This design comes from an exercise in tuning for small area, a short achievable clock period and few clock cycles per item on the open sky130 flow, not from production work. The RTL was checked by simulation tests, not by an equivalence proof against the original design. Power and IR drop assume default switching activity.

Setup of the baseline:
==> flow/design.v (excerpt) <==
module symbol_alphabet_rom (
    input  wire        clk,
    input  wire        rst,
    input  wire        cmd_valid,
    output wire        cmd_ready,
    input  wire [3:0]  cmd_op,
    input  wire [63:0] cmd_opa,
    input  wire [63:0] cmd_opb,
    input  wire        si_valid,
    input  wire        si_end,
    input  wire [7:0]  si_char,
    output wire        si_ready,
    input  wire        pi_valid,
    input  wire        pi_end,
    input  wire [63:0] pi_lon,
    input  wire [63:0] pi_lat,
    output wire        pi_ready,
    output wire        so_valid,
    output wire [7:0]  so_char,
    input  wire        so_ready,
    output wire        po_valid,
    output wire [63:0] po_x,
    output wire [63:0] po_y,
    input  wire        po_ready,
    output wire        busy,
    output wire        done,
    output wire [1:0]  err,
    output wire        resv,
    output wire [63:0] res,
    output wire [31:0] ax,
    output wire [31:0] ay,
    output wire        axis
);
  localparam [3:0] OP_NOP    = 4'd0,  OP_SYMOF  = 4'd1,  OP_IDXOF  = 4'd2,  OP_RDNUM  = 4'd3,
                   OP_DECNUM = 4'd4,  OP_WRNUM  = 4'd5,  OP_TOFIXX = 4'd6,  OP_TOFIXY = 4'd7,
                   OP_TODEGX = 4'd8,  OP_TODEGY = 4'd9,  OP_ACLR   = 4'd10, OP_AADD   = 4'd11,
                   OP_ALOAD  = 4'd12, OP_ADIFF  = 4'd13, OP_DECODE = 4'd14, OP_ENCODE = 4'd15;
  localparam [1:0] TIER_SMALL = 2'd0, TIER_MEDIUM = 2'd1, TIER_FULL = 2'd2, TIER_RAW = 2'd3;
  localparam [1:0] TD_NONE = 2'd0, TD_X = 2'd1, TD_Y = 2'd2, TD_RES = 2'd3;
  localparam integer DSTEP = 12;
  reg        busy_r;
  reg        first;         
  reg        second;        
  reg [3:0]  op;
  reg [63:0] opr;           
  reg [31:0] acc_x;
  reg [31:0] acc_y;
  ...
==> flow/config.mk <==
export PLATFORM = sky130hd
export DESIGN_NAME = symbol_alphabet_rom
export DESIGN_NICKNAME = symbol_alphabet_rom
export VERILOG_FILES = /design/flow/design.v
export SDC_FILE = /design/flow/constraint.sdc
export NUM_CORES = 4
export LEC_CHECK = 0
export ABC_AREA = 1
export CAP_MARGIN = 20
export CORE_MARGIN = 2
export CORE_UTILIZATION = 25
export GPL_ROUTABILITY_DRIVEN = 1
export PLACE_DENSITY = 0.5
export SETUP_SLACK_MARGIN = 0.4
export SLEW_MARGIN = 20
==> flow/constraint.sdc <==
create_clock -name core_clock -period 24.0 [get_ports {clk}]
set_input_delay 4.8000 -clock core_clock [delete_from_list [all_inputs] [get_ports {clk}]]
set_output_delay 4.8000 -clock core_clock [all_outputs]
set_load 0.01 [all_outputs]
run.sh (not shown) runs the stock make flow with config.mk's settings and CLKGATE_MAP_FILE= SYNTH_SCRIPT=/design/flow/synth_recipe.tcl, a recipe that flattens the netlist after the stock synthesis.
The baseline: PASS, flow complete, no timing, DRC or antenna violations
Testbench counts of the baseline, summed over its fixed seeds: cycles 12,516, items 1,954.
diff inputs: the baseline => the candidate
--- a/flow/design.v
+++ b/flow/design.v
@@ -430,22 +430,23 @@
     output wire [31:0] ay,
     output wire        axis
 );
   localparam [3:0] OP_NOP    = 4'd0,  OP_SYMOF  = 4'd1,  OP_IDXOF  = 4'd2,  OP_RDNUM  = 4'd3,
                    OP_DECNUM = 4'd4,  OP_WRNUM  = 4'd5,  OP_TOFIXX = 4'd6,  OP_TOFIXY = 4'd7,
                    OP_TODEGX = 4'd8,  OP_TODEGY = 4'd9,  OP_ACLR   = 4'd10, OP_AADD   = 4'd11,
                    OP_ALOAD  = 4'd12, OP_ADIFF  = 4'd13, OP_DECODE = 4'd14, OP_ENCODE = 4'd15;
   localparam [1:0] TIER_SMALL = 2'd0, TIER_MEDIUM = 2'd1, TIER_FULL = 2'd2, TIER_RAW = 2'd3;
   localparam [1:0] TD_NONE = 2'd0, TD_X = 2'd1, TD_Y = 2'd2, TD_RES = 2'd3;
   localparam integer DSTEP = 12;
   reg        busy_r;
+  reg        idle_r;        
   reg        first;         
   reg        second;        
   reg [3:0]  op;
   reg [63:0] opr;           
   reg [31:0] acc_x;
   reg [31:0] acc_y;
   reg        axis_r;
   reg        axis_bn;       
   reg [63:0] res_r;
   reg        resv_r;
   reg        done_r;
@@ -651,34 +652,34 @@
   generate for (g = 0; g < DSTEP; g = g + 1) begin : dstep
     wire q;
     div45_step u_step (.r(dr_s[g]), .b(dq_s[g][35]), .ro(dr_s[g+1]), .q(q));
     assign dq_s[g+1] = {dq_s[g][34:0], q};
   end endgenerate
   wire        dlast   = dv && (dc == 2'd2);
   wire        dout_ok = !vfq || enc_load;
   wire        dfree   = !dv || (dlast && dout_ok);
   wire        takem   = vm && dfree;
   wire        takea   = va && !vm;
   wire        canA    = !va || takea;
-  assign cmd_ready = !busy_r;
+  assign cmd_ready = idle_r;
   assign busy      = busy_r;
   assign done      = done_r;
   assign err       = {1'b0, err_r};
   assign resv      = resv_r;
   assign res       = res_r;
   assign ax        = acc_x;
   assign ay        = acc_y;
   assign axis      = axis_r;
-  assign si_ready  = busy_r && op_read && !endin &&
+  assign si_ready  = !idle_r && op_read && !endin &&
                      (op_dec ? (!f0v || s2_go) : (!f0v && !cmp && (scnt != 3'd0 || !op_rd)));
-  assign pi_ready  = busy_r && op_enc && (pcons || (fph == 2'd1 && canA) || fph == 2'd2);
+  assign pi_ready  = !idle_r && op_enc && (pcons || (fph == 2'd1 && canA) || fph == 2'd2);
   assign so_valid  = (ocnt != 3'd0);
   assign so_char   = ochr;
   assign po_valid  = po_v;
   assign po_x      = po_xr;
   assign po_y      = po_yr;
   reg fin;
   always @(*) begin
     fin = 1'b0;
     if (busy_r) begin
       case (op)
         OP_RDNUM, OP_DECNUM: fin = apply_now || (s2_go && h_end);
@@ -754,22 +755,23 @@
       ochr <= rom_char2;
     end else if (oshift) begin
       osr  <= {osr[23:0], 6'd0};
       ochr <= rom_char;
     end else if (busy_r && first && op == OP_SYMOF) begin
       ochr <= rom_char;
     end
   end
   always @(posedge clk) begin
     if (rst) begin
       busy_r <= 1'b0;
+      idle_r <= 1'b1;
       first  <= 1'b0;
       second <= 1'b0;
       op     <= OP_NOP;
       op_rd  <= 1'b0;
       op_dn  <= 1'b0;
       op_dec <= 1'b0;
       op_enc <= 1'b0;
       op_wr  <= 1'b0;
       op_fix <= 1'b0;
       op_read <= 1'b0;
       op_acc <= 1'b0;
@@ -796,22 +798,23 @@
       fph    <= 2'd0;
       pcons  <= 1'b0;
       wsel   <= 1'b0;
       wsel_n <= 1'b1;
       ocnt   <= 3'd0;
       nwv    <= 1'b0;
     end else begin
       first  <= accept;
       second <= first && !accept;
       if (accept) begin
         busy_r <= 1'b1;
+        idle_r <= 1'b0;
         op     <= cmd_op;
         op_rd  <= (cmd_op == OP_RDNUM);
         op_dn  <= (cmd_op == OP_DECNUM);
         op_dec <= (cmd_op == OP_DECODE);
         op_enc <= (cmd_op == OP_ENCODE);
         op_wr  <= (cmd_op == OP_WRNUM);
         op_fix <= (cmd_op == OP_TOFIXX) || (cmd_op == OP_TOFIXY);
         op_read <= (cmd_op == OP_RDNUM) || (cmd_op == OP_DECNUM) || (cmd_op == OP_DECODE);
         op_acc <= (cmd_op == OP_AADD) || (cmd_op == OP_ALOAD) || (cmd_op == OP_ADIFF);
         op_sub <= (cmd_op == OP_ADIFF);
         op_bacc <= (cmd_op == OP_AADD) || (cmd_op == OP_ADIFF);
@@ -918,22 +921,23 @@
         end
         if (enc_load || wr_load) nwv <= 1'b1;
         else if (nw_take)        nwv <= 1'b0;
         if (oload)       ocnt <= nwl;
         else if (oshift) ocnt <= ocnt - 3'd1;
         if (op_fix && vfq) begin
           res_r  <= {32'd0, sum};
           resv_r <= 1'b1;
         end
         if (fin) begin
           busy_r <= 1'b0;
+          idle_r <= 1'b1;
           done_r <= 1'b1;
           if (op_wr) resv_r <= 1'b1;
         end
       end
     end
   end
   wire ld_lon = (busy_r && op_enc && !pcons && fph == 2'd0 && pi_valid && !pi_end ||
                  pf_go && pfs == 2'd0) && canA;
   wire ld_lat = (busy_r && op_enc && fph == 2'd1 && pi_valid || pf_go && pfs == 2'd1) && canA;
   wire ld_fix = accept && ((cmd_op == OP_TOFIXX) || (cmd_op == OP_TOFIXY));
   wire use_fq = busy_r && (enc_load || op_fix && vfq);
## What came out
- Compared with the baseline, in the candidate final hold slack fell by 0.010 ns; clock buffer instance count of the final layout fell by about 3%.
- Compared with the baseline, in the candidate routing usage on met1 decreased by 0.44 points relative to the old numbers; weighted congestion reported at the end of routability-driven placement decreased by about 2.5% relative to the old numbers; power increased by 2.7% relative to the old numbers; maximum frequency increased by about 1.5% relative to the old numbers.
- Pin count of the biggest net entering global routing for the candidate is lower than for the baseline.
- From the candidate to the baseline, total setup violations reported at the end of the flow did not move at all.
- Total number of nets in the final design delta for the candidate relative to the baseline: 30 lower
Testbench counts of the candidate, summed over its fixed seeds: cycles 12,516, items 1,954.

Another version of the RTL of symbol_alphabet_rom (not shown whole).
For scale: ~650 flip-flops, roughly 550 I/O pins.
==> flow/config.mk <==
export PLATFORM = sky130hd
export DESIGN_NAME = symbol_alphabet_rom
export DESIGN_NICKNAME = symbol_alphabet_rom
export VERILOG_FILES = /design/flow/design.v
export SDC_FILE = /design/flow/constraint.sdc
export NUM_CORES = 4
export LEC_CHECK = 0
export ABC_AREA = 1
export CAP_MARGIN = 20
export CORE_MARGIN = 2
export CORE_UTILIZATION = 25
export GPL_ROUTABILITY_DRIVEN = 1
export PLACE_DENSITY = 0.5
export SETUP_SLACK_MARGIN = 0.4
export SLEW_MARGIN = 20
==> flow/constraint.sdc <==
create_clock -name core_clock -period 24.0 [get_ports {clk}]
set_input_delay 4.8000 -clock core_clock [delete_from_list [all_inputs] [get_ports {clk}]]
set_output_delay 4.8000 -clock core_clock [all_outputs]
set_load 0.01 [all_outputs]
The starting point went through all stages and came out clean.
Testbench counts at the start, summed over its fixed seeds: cycles 12,516, items 1,954.
Then changed:
--- a/flow/design.v
+++ b/flow/design.v
@@ -697,26 +697,25 @@
         OP_RDNUM, OP_DECNUM: fin = apply_now || (s2_go && h_end);
         OP_DECODE:           fin = endq && !cmp && !cx && !cy && (tdst == TD_NONE) && (!po_v || po_ready);
         OP_ENCODE:           fin = (fph == 2'd3) && !va && !vm && !dv && !vfq && !nwv &&
                                    ((ocnt == 3'd0) || (ocnt == 3'd1 && so_ready));
         OP_WRNUM:            fin = !first && ocnt == 3'd1 && so_ready;
         OP_SYMOF:            fin = second;
         OP_TOFIXX, OP_TOFIXY: fin = vfq;
         OP_TODEGX, OP_TODEGY: fin = (tdst == TD_RES);
         default:             fin = first;
       endcase
     end
   end
-  reg  pf_enc;
-  wire pf_go = busy_r && !first && !op_enc && !op_fix && pf_enc && cmd_valid &&
+  wire pf_go = busy_r && !first && !op_enc && !op_fix && cmd_valid && (cmd_op == OP_ENCODE) &&
                pi_valid && !pi_end && (pfs != 2'd2);
   wire [63:0] opr_cmd = {((cmd_op == OP_WRNUM) || (cmd_op == OP_AADD) || (cmd_op == OP_ALOAD) ||
                           (cmd_op == OP_ADIFF)) ? cmd_opb[31:0] : cmd_opa[63:32], cmd_opa[31:0]};
   always @(posedge clk) begin
     if (!busy_r && !va)
       opr <= opr_cmd;
     else if ((op_enc && !pcons && fph == 2'd0 || pf_go && pfs == 2'd0) && canA)
       opr <= pi_lon;
     else if ((op_enc && fph == 2'd1 || pf_go && pfs == 2'd1) && canA)
       opr <= pi_lat;
     if (si_valid && si_ready) f0 <= {si_end, si_char};
     if (s2_sym) begin
@@ -943,25 +942,24 @@
           done_r <= 1'b1;
           if (op_wr) resv_r <= 1'b1;
         end
       end
     end
   end
   wire ld_lon = (busy_r && op_enc && !pcons && fph == 2'd0 && pi_valid && !pi_end ||
                  pf_go && pfs == 2'd0) && canA;
   wire ld_lat = (busy_r && op_enc && fph == 2'd1 && pi_valid || pf_go && pfs == 2'd1) && canA;
   wire ld_fix = accept && ((cmd_op == OP_TOFIXX) || (cmd_op == OP_TOFIXY));
   wire use_fq = busy_r && (enc_load || op_fix && vfq);
   always @(posedge clk) begin
-    pf_enc <= !rst && cmd_valid && (cmd_op == OP_ENCODE);
     if (rst) begin
       pfs <= 2'd0;
       va  <= 1'b0;
       ya  <= 1'b0;
       vm  <= 1'b0;
       dv  <= 1'b0;
       dc  <= 2'd0;
       vfq <= 1'b0;
     end else begin
       if (accept)
         pfs <= 2'd0;
       else if (pf_go && canA)
Effect: Design area barely changes. Wire length came out higher by 0.83%. Maximum frequency goes down by 5.4%. Non-clock buffer count fell by 1. Sequential share of layout area stays flat. Utilization hardly moves. Die area barely changes. Setup slack degrades by 450 ps. Critical path depth stays the same. Power came out lower by 2.1%. Sequential power stays flat.
Testbench counts after the change, summed over its fixed seeds: cycles 12,516, items 1,954.

==> afterwards: timing with drivers on the ports <==
The results above use ideal ports. As a check the final layouts listed here were re-extracted and re-timed, cells and wires unchanged. Step 1 (the two cells are an assumption about what drives the block):
set clk [get_ports {clk}]
set_driving_cell -lib_cell sky130_fd_sc_hd__clkbuf_16 $clk
set_driving_cell -lib_cell sky130_fd_sc_hd__buf_2 [delete_from_list [all_inputs] $clk]
Step 2, shift: input delay + t, output delay - t, t = (earliest + latest rising clock arrival at the registers) / 2. This alone moves slack from input paths to output paths. Three values: ideal ports, drivers, drivers and shift; two values: the first two.
run	t, ns	setup slack, ns	worst setup path after step 2	worst data-port slew with drivers (ns)
the baseline	0.776	15.862 / 15.922 / 15.145	input to register	0.12
the candidate	0.792	15.982 / 15.893 / 16.159	input to register	0.08
the first run of note 2	0.784	16.078 / 15.999 / 15.634	input to register	0.08
the second run of note 2	0.801	15.625 / 15.545 / 15.653	input to register	0.09
After both steps setup and hold are still met in every run listed. For the baseline, which loses most, drivers alone change the setup slack by +0.060 ns; drivers and shift together by -0.717 ns.
